What follows belongs to an exercise in optimizing a design on an open flow for a short achievable clock period and few clock cycles; a production flow would make more cautious choices.
Only simulation tests tie the RTL to the original design; equivalence was not proved.
No activity file was given, so power comes from the tool's default toggle rates.

==> flow/design.v <==
module ccsds_tc_codec (
    input  wire        clk,
    input  wire        rst,
    input  wire        reg_wr,
    input  wire [3:0]  reg_addr,
    input  wire [31:0] reg_wdata,
    output reg  [31:0] reg_rdata,
    output wire        busy,
    output wire        mem_en,
    output wire        mem_we,
    output wire [15:0] mem_addr,
    output wire [7:0]  mem_wdata,
    input  wire [7:0]  mem_rdata
);
    localparam [3:0] A_CMD = 4'h0, A_STATUS = 4'h1, A_RESULT = 4'h2, A_PKT = 4'h3,
                     A_CAP = 4'h4, A_PLADDR = 4'h5, A_PLLEN = 4'h6, A_APID = 4'h7,
                     A_SEQ = 4'h8, A_FUNC = 4'h9, A_DAPID = 4'hA, A_DSEQ = 4'hB,
                     A_DLEN = 4'hC, A_DFUNC = 4'hD;
    localparam [3:0] E_NULL = 4'd1, E_SMALL = 4'd2, E_OVF = 4'd3, E_CSUM = 4'd4,
                     E_ACCESS = 4'd5, E_ILLEGAL = 4'd6;
    reg [3:0]  st_err;
    reg        st_valid;
    reg [16:0] result;
    reg [31:0] pkt, cap, pladdr, pllen, arg_apid, arg_seq, arg_func;
    reg [10:0] dec_apid;
    reg [13:0] dec_seq;
    reg [16:0] dec_len;
    reg [6:0]  dec_func;
    reg [15:0] pk2, pk4, pk5, pk6, pk7;
    reg        busy_q;
    reg        c_cs, c_get, c_set, c_clr, c_bld;   
    reg        c_load, c_val, c_dec;               
    reg        c_ill;                              
    reg [3:0]  fld;
    reg [15:0] val;
    reg [3:0]  ph;         
    reg        en_q, we_q;
    reg [15:0] addr_q;
    reg [7:0]  wa_q, wx_q;
    reg        rd_pend;    
    reg [7:0]  hd0, hd1, hd2, hd3, hd4, hd6;
    reg [15:0] lfield;     
    reg [16:0] rem;        
    reg [16:0] tlen;
    reg [16:0] rsum;       
    reg        rng_bad;
    reg        b_ok_q, b_bwd_q, b_hdr;
    reg [3:0]  b_err_q;
    reg [15:0] srcp, dstp, bcnt;
    reg [2:0]  hidx;
    reg [7:0]  bacc;
    reg [7:0]  gl_lo;      
    reg        gl_c;       
    assign busy = busy_q;
    wire cmd_wr = reg_wr && !busy_q && (reg_addr == A_CMD);
    wire [7:0] w_op = reg_wdata[31:24];
    reg  [15:0] a0;        
    always @(*) begin
        if (w_op[6])
            a0 = w_op[0] ? pk4 : pladdr[15:0];
        else if (w_op[5] && w_op[4])
            a0 = pk4;
        else case (w_op[3:0])
            4'd4, 4'd5: a0 = pk2;
            4'd6:       a0 = pk5;
            4'd7, 4'd8: a0 = pk6;
            4'd9:       a0 = pk7;
            default:    a0 = pkt[15:0];
        endcase
    end
    assign mem_en    = busy_q ? en_q : cmd_wr;
    assign mem_we    = busy_q & we_q;
    assign mem_addr  = busy_q ? addr_q : a0;
    assign mem_wdata = (mem_rdata & wa_q) ^ wx_q;
    always @(*) begin
        case (reg_addr)
            A_STATUS: reg_rdata = {27'd0, st_valid, st_err};
            A_RESULT: reg_rdata = {15'd0, result};
            A_PKT:    reg_rdata = pkt;
            A_CAP:    reg_rdata = cap;
            A_PLADDR: reg_rdata = pladdr;
            A_PLLEN:  reg_rdata = pllen;
            A_APID:   reg_rdata = arg_apid;
            A_SEQ:    reg_rdata = arg_seq;
            A_FUNC:   reg_rdata = arg_func;
            A_DAPID:  reg_rdata = {21'd0, dec_apid};
            A_DSEQ:   reg_rdata = {18'd0, dec_seq};
            A_DLEN:   reg_rdata = {15'd0, dec_len};
            A_DFUNC:  reg_rdata = {25'd0, dec_func};
            default:  reg_rdata = 32'd0;
        endcase
    end
    wire pkt0 = (pkt == 32'd0);
    wire pkt_hi0 = (pkt[31:16] == 16'd0);
    function automatic rng_ok(input [31:0] p, input [3:0] k);
        rng_ok = (p[31:16] == 16'd0) && ({1'b0, p[15:0]} <= (17'd65536 - {13'd0, k}));
    endfunction
    reg [3:0] f_end;
    always @(*) begin
        case (fld)
            4'd0, 4'd1, 4'd2: f_end = 4'd1;
            4'd3:             f_end = 4'd2;
            4'd4:             f_end = 4'd3;
            4'd5:             f_end = 4'd4;
            4'd6:             f_end = 4'd6;
            4'd7, 4'd8:       f_end = 4'd7;
            default:          f_end = 4'd8;
        endcase
    end
    wire fld_ok = rng_ok(pkt, f_end);
    wire [3:0] w_f     = w_op[3:0];
    wire       w_f9    = (w_f <= 4'd9);
    wire       w_set   = (w_op[7:4] == 4'h1) && w_f9;
    wire       w_get   = (w_op[7:4] == 4'h2) && w_f9;
    wire       w_cs    = (w_op == 8'h30) || (w_op == 8'h31) || (w_op == 8'h32) || (w_op == 8'h41);
    wire       w_clr   = (w_op == 8'h01);
    wire       w_bld   = (w_op == 8'h40);
    wire       w_ill   = !(w_set || w_get || w_cs || w_clr || w_bld) ||
                         (reg_wdata[23:16] != 8'd0) ||
                         (!w_set && (reg_wdata[15:0] != 16'd0));
    reg  [3:0] w_end;
    always @(*) begin
        case (w_f)
            4'd0, 4'd1, 4'd2: w_end = 4'd1;
            4'd3:             w_end = 4'd2;
            4'd4:             w_end = 4'd3;
            4'd5:             w_end = 4'd4;
            4'd6:             w_end = 4'd6;
            4'd7, 4'd8:       w_end = 4'd7;
            default:          w_end = 4'd8;
        endcase
    end
    wire w_set_ok = w_set && !w_ill && !pkt0 && rng_ok(pkt, w_end);
    wire w_clr_ok = w_clr && !w_ill && !pkt0 && rng_ok(pkt, 4'd8);
    wire [32:0] b_tlen   = {1'b0, pllen} + 33'd8;
    wire        b_small  = b_tlen > {1'b0, cap};
    wire        b_ovf    = (pllen > 32'd65527);
    wire        b_plnull = (pllen != 32'd0) && (pladdr == 32'd0);
    wire [16:0] b_dsum   = {1'b0, pkt[15:0]} + {1'b0, pllen[15:0]};
    wire        b_dst_ok = pkt_hi0 && (b_dsum <= 17'd65528);
    wire [16:0] b_ssum   = {1'b0, pladdr[15:0]} + {1'b0, pllen[15:0]};
    wire        b_src_ok = (pllen == 32'd0) || ((pladdr[31:16] == 16'd0) && (b_ssum <= 17'd65536));
    wire        b_bwd    = {1'b0, pladdr[15:0]} < ({1'b0, pkt[15:0]} + 17'd8);
    wire        b_fail   = b_small || b_ovf || b_plnull || !b_dst_ok || !b_src_ok;
    wire [3:0]  b_err    = b_small ? E_SMALL : b_ovf ? E_OVF : b_plnull ? E_NULL : E_ACCESS;
    wire        w_bld_ok = w_bld && !w_ill && !pkt0 && !b_fail;
    wire [15:0] b_n      = pllen[15:0];
    wire [15:0] b_len = b_n + 16'd1;
    wire [7:0]  hb0 = {5'b00011, arg_apid[10:8]};
    wire [7:0]  hb1 = arg_apid[7:0];
    wire [7:0]  hb2 = {2'b11, arg_seq[13:8]};
    wire [7:0]  hb3 = arg_seq[7:0];
    wire [7:0]  hb4 = b_len[15:8];
    wire [7:0]  hb5 = b_len[7:0];
    wire [7:0]  hb6 = {1'b0, arg_func[6:0]};
    wire [7:0]  hbx = hb0 ^ hb1 ^ hb2 ^ hb3 ^ hb4 ^ hb5 ^ hb6;
    reg  [7:0]  hbn;       
    always @(*) begin
        case (hidx)
            3'd0: hbn = hb0;
            3'd1: hbn = hb1;
            3'd2: hbn = hb2;
            3'd3: hbn = hb3;
            3'd4: hbn = hb4;
            3'd5: hbn = hb5;
            3'd6: hbn = hb6;
            default: hbn = hbx ^ bacc;
        endcase
    end
    reg [7:0] s_a, s_x;
    wire [15:0] w_val = reg_wdata[15:0];
    wire [7:0]  w_ls  = w_val[7:0] - 8'd7;
    always @(*) begin
        case (w_f)
            4'd0:    begin s_a = 8'h1F; s_x = {w_val[2:0], 5'd0}; end
            4'd1:    begin s_a = 8'hEF; s_x = {3'd0, w_val[0], 4'd0}; end
            4'd2:    begin s_a = 8'hF7; s_x = {4'd0, w_val[0], 3'd0}; end
            4'd3:    begin s_a = 8'hF8; s_x = {5'd0, w_val[10:8]}; end
            4'd4:    begin s_a = 8'h3F; s_x = {w_val[1:0], 6'd0}; end
            4'd5:    begin s_a = 8'hC0; s_x = {2'd0, w_val[13:8]}; end
            4'd6:    begin s_a = 8'h00; s_x = w_ls; end
            4'd7:    begin s_a = 8'h7F; s_x = {w_val[0], 7'd0}; end
            4'd8:    begin s_a = 8'h80; s_x = {1'b0, w_val[6:0]}; end
            default: begin s_a = 8'h00; s_x = w_val[7:0]; end
        endcase
    end
    reg [16:0] get1;
    always @(*) begin
        case (fld)
            4'd0:    get1 = {14'd0, mem_rdata[7:5]};
            4'd1:    get1 = {16'd0, mem_rdata[4]};
            4'd2:    get1 = {16'd0, mem_rdata[3]};
            4'd4:    get1 = {15'd0, mem_rdata[7:6]};
            4'd7:    get1 = {16'd0, mem_rdata[7]};
            4'd8:    get1 = {10'd0, mem_rdata[6:0]};
            default: get1 = {9'd0, mem_rdata};
        endcase
    end
    wire f2 = (fld == 4'd3) || (fld == 4'd5) || (fld == 4'd6);    
    wire [7:0] csum = wx_q ^ mem_rdata;
    wire [15:0] cs_len = {hd4, mem_rdata};
    task automatic finish(input [3:0] e, input v, input [16:0] r);
        begin
            st_err   <= e;
            st_valid <= v;
            result   <= r;
            busy_q   <= 1'b0;
            en_q     <= 1'b0;
            we_q     <= 1'b0;
        end
    endtask
    task automatic dec_clear;
        begin
            dec_apid <= 11'd0;
            dec_seq  <= 14'd0;
            dec_len  <= 17'd0;
            dec_func <= 7'd0;
        end
    endtask
    always @(posedge clk) begin
        rd_pend <= busy_q ? (en_q & ~we_q) : cmd_wr;
        if (rst) begin
            busy_q   <= 1'b0;
            en_q     <= 1'b0;
            we_q     <= 1'b0;
            st_err   <= 4'd0;
            st_valid <= 1'b0;
            result   <= 17'd0;
            pkt      <= 32'd0;
            pk2      <= 16'd2;
            pk4      <= 16'd4;
            pk5      <= 16'd5;
            pk6      <= 16'd6;
            pk7      <= 16'd7;
            cap      <= 32'd0;
            pladdr   <= 32'd0;
            pllen    <= 32'd0;
            arg_apid <= 32'd0;
            arg_seq  <= 32'd0;
            arg_func <= 32'd0;
            dec_apid <= 11'd0;
            dec_seq  <= 14'd0;
            dec_len  <= 17'd0;
            dec_func <= 7'd0;
        end else if (!busy_q) begin
            if (reg_wr) begin
                case (reg_addr)
                    A_PKT: begin
                        pkt <= reg_wdata;
                        pk2 <= reg_wdata[15:0] + 16'd2;
                        pk4 <= reg_wdata[15:0] + 16'd4;
                        pk5 <= reg_wdata[15:0] + 16'd5;
                        pk6 <= reg_wdata[15:0] + 16'd6;
                        pk7 <= reg_wdata[15:0] + 16'd7;
                    end
                    A_CAP:    cap      <= reg_wdata;
                    A_PLADDR: pladdr   <= reg_wdata;
                    A_PLLEN:  pllen    <= reg_wdata;
                    A_APID:   arg_apid <= reg_wdata;
                    A_SEQ:    arg_seq  <= reg_wdata;
                    A_FUNC:   arg_func <= reg_wdata;
                    default: ;
                endcase
            end
            if (cmd_wr) begin
                busy_q <= 1'b1;
                ph     <= 4'd1;
                c_cs   <= w_cs;
                c_get  <= w_get;
                c_set  <= w_set;
                c_clr  <= w_clr;
                c_bld  <= w_bld;
                c_load <= (w_op == 8'h31);
                c_val  <= (w_op == 8'h32);
                c_dec  <= (w_op == 8'h41);
                c_ill  <= w_ill;
                fld    <= w_f;
                val    <= w_val;
                wx_q   <= 8'h00;
                wa_q   <= 8'hFF;
                en_q   <= 1'b0;
                we_q   <= 1'b0;
                if (w_cs) begin
                    en_q   <= 1'b1;
                    addr_q <= pk5;
                    wx_q   <= 8'hFF;       
                end else if (w_get) begin
                    en_q   <= (w_f == 4'd3) || (w_f == 4'd5) || (w_f == 4'd6);
                    addr_q <= (w_f == 4'd6) ? pk4 : (w_f == 4'd5) ? pk2 + 16'd1 : pkt[15:0] + 16'd1;
                end else if (w_set) begin
                    en_q   <= w_set_ok;
                    we_q   <= w_set_ok;
                    addr_q <= (w_f == 4'd6) ? pk5 : a0;
                    wa_q   <= s_a;
                    wx_q   <= s_x;
                end else if (w_clr) begin
                    en_q   <= w_clr_ok;
                    we_q   <= w_clr_ok;
                    addr_q <= pkt[15:0];
                    wa_q   <= 8'h00;
                end else begin
                    b_ok_q  <= !b_fail;
                    b_err_q <= b_err;
                    b_bwd_q <= b_bwd;
                    bacc    <= 8'hFF;
                    bcnt    <= b_n;
                    hidx    <= 3'd0;
                    b_hdr   <= 1'b0;
                    if (b_n == 16'd0) begin
                        en_q   <= w_bld_ok;
                        we_q   <= w_bld_ok;
                        addr_q <= pkt[15:0];
                        wa_q   <= 8'h00;
                        wx_q   <= hb0;
                        hidx   <= 3'd1;
                        b_hdr  <= 1'b1;
                    end else if (!b_bwd) begin
                        en_q   <= w_bld_ok;
                        we_q   <= w_bld_ok;
                        addr_q <= pkt[15:0] + 16'd8;
                        srcp   <= pladdr[15:0] + 16'd1;
                        dstp   <= pkt[15:0] + 16'd9;
                    end else begin
                        en_q   <= w_bld_ok;
                        addr_q <= pladdr[15:0] + b_n - 16'd1;
                        srcp   <= pladdr[15:0] + b_n - 16'd2;
                        dstp   <= pkt[15:0] + 16'd7 + b_n;
                    end
                end
            end
        end else begin
            if (ph != 4'd8)
                ph <= ph + 4'd1;
            if (!(c_cs || c_get || c_set || c_clr || c_bld))
                finish(E_ILLEGAL, 1'b0, 17'd0);
            if (c_cs) begin
                if (rd_pend)
                    wx_q <= csum;
                case (ph)
                    4'd1: hd4 <= mem_rdata;
                    4'd3: hd0 <= mem_rdata;
                    4'd4: hd1 <= mem_rdata;
                    4'd5: hd2 <= mem_rdata;
                    4'd6: hd3 <= mem_rdata;
                    4'd7: hd6 <= mem_rdata;
                    default: ;
                endcase
                case (ph)
                    4'd1: begin
                        addr_q <= pkt[15:0];
                        if (c_ill)
                            finish(E_ILLEGAL, 1'b0, 17'd0);
                        else if (pkt0 || !rng_ok(pkt, 4'd6)) begin
                            finish(pkt0 ? E_NULL : E_ACCESS, 1'b0, 17'd0);
                            if (c_dec) dec_clear;
                        end
                    end
                    4'd2: begin
                        lfield <= cs_len;
                        addr_q <= pkt[15:0] + 16'd1;
                    end
                    4'd3: begin
                        tlen   <= {1'b0, lfield} + 17'd7;
                        rsum   <= {1'b0, pkt[15:0]} + {1'b0, lfield};
                        rem    <= (c_load && lfield != 16'd0) ? {1'b0, lfield} - 17'd1
                                                              : {1'b0, lfield};
                        addr_q <= pk2;
                    end
                    4'd4: begin
                        rng_bad <= !pkt_hi0 ||
                                   (rsum > ((c_load && tlen == 17'd7) ? 17'd65528 : 17'd65529));
                        addr_q  <= pkt[15:0] + 16'd3;
                    end
                    4'd5: begin
                        addr_q <= pk6;
                        if (rng_bad) begin
                            finish(E_ACCESS, 1'b0, 17'd0);
                            if (c_dec) dec_clear;
                        end
                    end
                    4'd6: begin
                        if (rem == 17'd0) begin
                            en_q   <= c_load;
                            we_q   <= c_load;
                            addr_q <= pk7;
                        end else
                            addr_q <= c_load ? pk7 + 16'd1 : pk7;
                    end
                    default: begin
                        if (en_q && !we_q) begin
                            rem <= rem - 17'd1;
                            if (rem == 17'd1) begin
                                en_q   <= c_load;
                                we_q   <= c_load;
                                addr_q <= pk7;
                            end else
                                addr_q <= addr_q + 16'd1;
                        end else begin
                            if (c_load || !c_val && !c_dec)
                                finish(4'd0, 1'b0, {9'd0, csum});
                            else if (csum == 8'd0)
                                finish(4'd0, 1'b1, 17'd1);
                            else
                                finish(E_CSUM, 1'b0, 17'd0);
                            if (c_dec) begin
                                if (csum == 8'd0) begin
                                    dec_apid <= {hd0[2:0], hd1};
                                    dec_seq  <= {hd2[5:0], hd3};
                                    dec_len  <= tlen;
                                    dec_func <= (ph == 4'd7) ? mem_rdata[6:0] : hd6[6:0];
                                end else
                                    dec_clear;
                            end
                        end
                    end
                endcase
            end
            if (c_get) begin
                if (ph == 4'd1) begin
                    gl_lo <= mem_rdata + 8'd7;
                    gl_c  <= (mem_rdata > 8'd248);
                    if (fld == 4'd3 || fld == 4'd5)
                        gl_lo <= mem_rdata;
                    en_q <= 1'b0;
                    if (c_ill)
                        finish(E_ILLEGAL, 1'b0, 17'd0);
                    else if (pkt0)
                        finish(E_NULL, 1'b0, 17'd0);
                    else if (!fld_ok)
                        finish(E_ACCESS, 1'b0, 17'd0);
                    else if (!f2)
                        finish(4'd0, 1'b0, get1);
                end else begin
                    case (fld)
                        4'd3:    finish(4'd0, 1'b0, {6'd0, gl_lo[2:0], mem_rdata});
                        4'd5:    finish(4'd0, 1'b0, {3'd0, gl_lo[5:0], mem_rdata});
                        default: finish(4'd0, 1'b0, {{1'b0, mem_rdata} + {8'd0, gl_c}, gl_lo});
                    endcase
                end
            end
            if (c_set) begin
                if (ph == 4'd1) begin
                    wa_q <= 8'h00;
                    case (fld)
                        4'd3:    begin addr_q <= pkt[15:0] + 16'd1; wx_q <= val[7:0]; end
                        4'd5:    begin addr_q <= pkt[15:0] + 16'd3; wx_q <= val[7:0]; end
                        default: begin addr_q <= pk4; wx_q <= val[15:8] - {7'd0, val[7:0] < 8'd7}; end
                    endcase
                    if (c_ill)
                        finish(E_ILLEGAL, 1'b0, 17'd0);
                    else if (pkt0)
                        finish(E_NULL, 1'b0, 17'd0);
                    else if (!fld_ok)
                        finish(E_ACCESS, 1'b0, 17'd0);
                    else if (!f2)
                        finish(4'd0, 1'b0, 17'd0);
                end else
                    finish(4'd0, 1'b0, 17'd0);
            end
            if (c_clr) begin
                addr_q <= addr_q + 16'd1;
                wx_q   <= (ph == 4'd2) ? 8'hC0 : 8'h00;
                if (ph == 4'd1) begin
                    if (c_ill)
                        finish(E_ILLEGAL, 1'b0, 17'd0);
                    else if (pkt0)
                        finish(E_NULL, 1'b0, 17'd0);
                    else if (!rng_ok(pkt, 4'd8))
                        finish(E_ACCESS, 1'b0, 17'd0);
                end else if (ph == 4'd8)
                    finish(4'd0, 1'b0, 17'd0);
            end
            if (c_bld) begin
                if (ph == 4'd1 && (c_ill || pkt0 || !b_ok_q)) begin
                    if (c_ill)
                        finish(E_ILLEGAL, 1'b0, 17'd0);
                    else if (pkt0)
                        finish(E_NULL, 1'b0, 17'd0);
                    else
                        finish(b_err_q, 1'b0, 17'd0);
                end else if (b_hdr) begin
                    if (hidx == 3'd0)
                        finish(4'd0, 1'b0, {1'b0, b_n} + 17'd8);
                    else begin
                        addr_q <= addr_q + 16'd1;
                        wx_q   <= hbn;
                        hidx   <= hidx + 3'd1;
                    end
                end else if (we_q) begin
                    bacc <= bacc ^ mem_rdata;
                    bcnt <= bcnt - 16'd1;
                    if (bcnt == 16'd1) begin
                        b_hdr  <= 1'b1;
                        addr_q <= pkt[15:0];
                        wa_q   <= 8'h00;
                        wx_q   <= hb0;
                        hidx   <= 3'd1;
                    end else begin
                        we_q   <= 1'b0;
                        addr_q <= srcp;
                        srcp   <= b_bwd_q ? srcp - 16'd1 : srcp + 16'd1;
                    end
                end else begin
                    we_q   <= 1'b1;
                    addr_q <= dstp;
                    dstp   <= b_bwd_q ? dstp - 16'd1 : dstp + 16'd1;
                end
            end
        end
    end
endmodule
==> flow/run.sh <==
#!/bin/bash
# synth_recipe.tcl (not shown) runs the flow's synth.tcl, then flattens the netlist and writes it again
# the make line also repeats each setting of config.mk as NAME=value (left out here)
make -C /OpenROAD-flow-scripts/flow DESIGN_CONFIG=/design/flow/config.mk WORK_HOME=/design/flow/orfs CLKGATE_MAP_FILE= SYNTH_SCRIPT=/design/flow/synth_recipe.tcl finish
==> flow/config.mk <==
export PLATFORM = sky130hd
export DESIGN_NAME = ccsds_tc_codec
export DESIGN_NICKNAME = ccsds_tc_codec
export VERILOG_FILES = /design/flow/design.v
export SDC_FILE = /design/flow/constraint.sdc
export NUM_CORES = 4
export LEC_CHECK = 0
export CAP_MARGIN = 20
export CORE_MARGIN = 2
export CORE_UTILIZATION = 30
export SLEW_MARGIN = 20
==> flow/constraint.sdc <==
create_clock -name core_clock -period 9.0 [get_ports {clk}]
set_input_delay 1.8000 -clock core_clock [delete_from_list [all_inputs] [get_ports {clk}]]
set_output_delay 1.8000 -clock core_clock [all_outputs]
set_load 0.01 [all_outputs]
==> impl_results.md <==
* Die area at 151900 µm²
* Clock Path Buffers at 3
* Crit path launch: reg_wdata[25]
* Vias at 46043
* Static Leakage at 17.27 nW
* Vias in the first global route at 42081
* Synthesis-to-finish area growth at 12.15%
* Sequential area share after synthesis at 33.52%
* Violated Checks: max-slew violations
* CP Buf/Inv Count at 3
* Fin crit share at 85.64%
* Slew Limit Fails at 67
* Min-Delay Startpoint: hd4[0]
* Slowest stage delay, CP at 0.66 ns
* Nets at 5859
* Critical Path Most Common Cell: o21ai_0
* Kind of cell adding the most delay to the critical path: buffers and inverters
* Core area at 147700 µm²
* Starting DRT DRC Count at 6707
* # hold bufs at CTS at 0
* Max IR drop VDD at 0.0001464 V
* Initial Util at 30.23%
* HPWL after detailed placement at 161300 µm
* Setup bufs post-CTS at 0
* Synth top area cells: dfxtp_1 17%, edfxtp_1 17%, nand2_1 8.3%, a21oi_1 6.5%, ha_1 6.5%
* Worst Clk Skew at 0.04198 ns
* Most frequent cells after synthesis: 988 x nand2_1, 581 x a21oi_1, 428 x nor2_1, 386 x clkbuf_1, 377 x dfxtp_1
* Routability cong. at 1.022
* Die height at 389.8 µm
* Count leader, synth: nand2_1
* Critical Path RT at 7.20 ns
* Crit-path cells: clkdlybuf4s50_1, ha_1, and3b_2, buf_4, a222oi_1, nand3_1, o21ai_0, o21ai_0, o21ai_0, o21ai_0, clkdlybuf4s50_1
* Layout cell share with drive strength beyond 1 at 6.388%
* CP Depth at 11
* Synthesis Warnings at 1
* Syn Nets at 5972
* DRC Markers at 0
* CTS H-tree depth at 3
* Tot Pwr at 6.898 mW
* Status: finished with violations
* Share of async-settable or async-resettable flops after synthesis at 0%
* Cell variety after synth at 107
* First-pass GRT wire length at 310600 µm
* FMAX at 129.7 MHz
* Post-synth top area share at 16.90%
* Final setup viols at 0
* Worst min path class: flop to flop
* Grt total ovfl at 0
* CTS tree: done
* Max Cap Viol at 0
* Vias per cell at 6.091
* Routed Antenna Nets at 0
* Syn_area_per_cell at 7.866 µm²
* Final setup TNS at 0 ns
* Port bufs at 105
* WP data arrival at 5.91 ns
* Syn Inst Count at 5676
* Clk sinks at 624
* Skew-Pair Late Insertion Delay at 0.71 ns
* GR Util All Layers at 27.99%
* Crit Path Max Fanout at 28
* Fillers at 15373
* Flop and latch count out of synthesis at 624
* Fin. Hold Viols at 0
* Reg2Reg Depth at 22
* Primary FF master, synth: dfxtp_1
* RSZ-0062 raised after global routing: no
* Pre-antenna DRT Iters at 9
* Reg-to-Reg Start: pllen[7]
* Post_cts resized at 0
* Worst Setup Start Kind: input pin
* Mapped cell area at 44650 µm²
* Cell Pwr Density at 137.8 nW/µm²
* Clk pin slew, worst setup/hold paths at 0.06 ns
* Worst path slowest cell: clkdlybuf4s50_1
* Routed WL at 221300 µm
* Die W at 389.8 µm
* Largest net degree at the start of global routing at 234
* CTS buffer count at 71
* WL per Instance at 29.28 µm
* Antenna violations before repair at 16
* Number of synthesized flops with an enable pin at 247
* Crit path time final at 7.708 ns
* IO Pins at 106
* CTS Root Cell: clkbuf_16
* Slew HR at -3.704%
* Hold-critical path depth at 0
* Rows at 141
* Crit. End Element: output pin
* Yosys top cell by area: dfxtp_1
* Type of the worst setup path: input pin to output pin
* Worst Max-Slew Pin Slew at 1.556 ns
## routing by layer
metal	track usage [%]	vias up	part of all wire (%)
met5	0	-	0.033
met3	6.370	716	11
met4	17.70	10	7.3
li1	-	20236	-
met1	36.15	22099	40
met2	42.08	2982	43
## cells in the final DEF (no fill, tap or decap), drive strengths merged, types with 29 or more instances in the layout
cell / count
edfxtp: 247
and3: 44
nand2: 989
xor2: 160
inv: 161
a222oi: 42
nor2: 428
nand4: 74
nand3: 197
ha: 231
o211ai: 35
and2: 34
o221ai: 36
mux2i: 29
o22ai: 36
nor4: 58
o21ai: 272
a31oi: 60
clkdlybuf4s50: 98
nor3: 111
a22oi: 96
a21oi: 583
clkbuf: 95
a221oi: 73
xnor2: 294
a21o: 40
buf: 158
or3: 37
dfxtp: 377
nand2b: 36
a211oi: 106
nor2b: 29
## worst reg2reg max path, stage by stage, from the launching register on
cell and delay (ns):
dfxtp_1 0.31, buf_4 0.29, nand2_1 0.12, nor2_1 0.20, nand3_1 0.33, nor3_1 0.79, buf_4 0.26, and4_1 0.22
nand4_1 0.20, nor2_1 0.28, nand2_1 0.11, xnor2_1 0.14, ha_1 0.32, nand4_1 0.16, nor4_1 0.64, nand4_1 0.27
inv_1 0.11, a31oi_1 0.05, buf_4 0.17, nor3_1 0.33, and4_1 0.32, nand4_2 0.15, a2111oi_2 0.31
## worst paths after layout
| check | to | slack [ns] |
|---|---|---|
| min | lfield[8] | 0.42 |
| max reg2reg | en_q | 2.80 |
| max | mem_addr[4] | 1.29 |
| min reg2reg | lfield[8] | 0.42 |
## where the power goes
group          switching (mW)  total [mW]  internal [mW]  leakage (nW)
Combinational           0.614       0.884          0.269          10.9
Sequential             0.0485        3.02           2.97          5.27
Clock                    1.32        3.00           1.67          1.12
Total                    1.99        6.90           4.91          17.3
## sequential cells by signal (all words and copies together) (netlist names), 15 cells and up
name / count
lfield: 16
pkt: 30
arg_func: 32
pk7: 16
val: 16
srcp: 16
pk5: 15
rsum: 17
pladdr: 32
rem: 17
pllen: 32
dec_len: 17
pk4: 15
addr_q: 16
result: 17
tlen: 17
arg_apid: 32
pk6: 16
arg_seq: 32
cap: 32
bcnt: 16
dstp: 16
## cell families after synthesis
kind of cell	Yosys count	share of synthesized area, %
AOI/OAI and AO/OA	1587	22.87
muxes	39	0.9024
xor gates and xnor gates	455	9.007
DFF	624	33.52
adders and majority gates	250	7.303
buffers and inverters	604	5.143
and+or+nand+nor	2117	21.26
## final cells by class
class	instances	area, µm²	share of cell area, %
antenna	9	22.52	0.04498
clock buffer	95	1969	3.933
clock inverter	35	355.3	0.7097
inverter	162	608.1	1.214
multi-input combinational	4448	27530	54.98
sequential	624	14970	29.89
tap	1930	2415	4.823
timing repair buffer	256	2205	4.403
## per-stage QoR
stage                     hold slack, ns  worst slack [ns]  cell area (µm²)  instances  util (%)
final                             0.4185             1.292            50070       7559     33.91
after floorplan                   0.4003             1.584            44650       5676         -
after global placement            0.4035             1.534            47690       7419     32.30
after global routing              0.4338             1.248            50050       7550     33.89
after detailed placement          0.4056             1.546            47690       7419     32.30
after CTS                         0.4199             1.536            50020       7549     33.87
Testbench counts, summed over its fixed seeds: cycles 339,224.

what the ideal ports hide:
No port has a modelled driver above. Below, the same layout with a new extraction and two added sets of constraints. Step 1 (the two cells are an assumption about what drives the block):
set clk [get_ports {clk}]
set_driving_cell -lib_cell sky130_fd_sc_hd__clkbuf_16 $clk
set_driving_cell -lib_cell sky130_fd_sc_hd__buf_2 [delete_from_list [all_inputs] $clk]
Step 2 adds t to the input delays and takes it off the output delays; t is the mean of the earliest and latest rising clock arrival at the registers after step 1. Input paths then give back, and output paths get back, about the clock's delay inside the block. Slacks: no drivers / after step 1 / after step 2; pairs: no drivers / after step 1.
t, ns: 0.754
slack for setup (ns): 1.292 / 1.257 / 1.257
slew at the worst register clock pin (ns): 0.07 / 0.07
For this run, drivers alone change the setup slack by -0.035 ns; drivers and shift together by -0.035 ns.
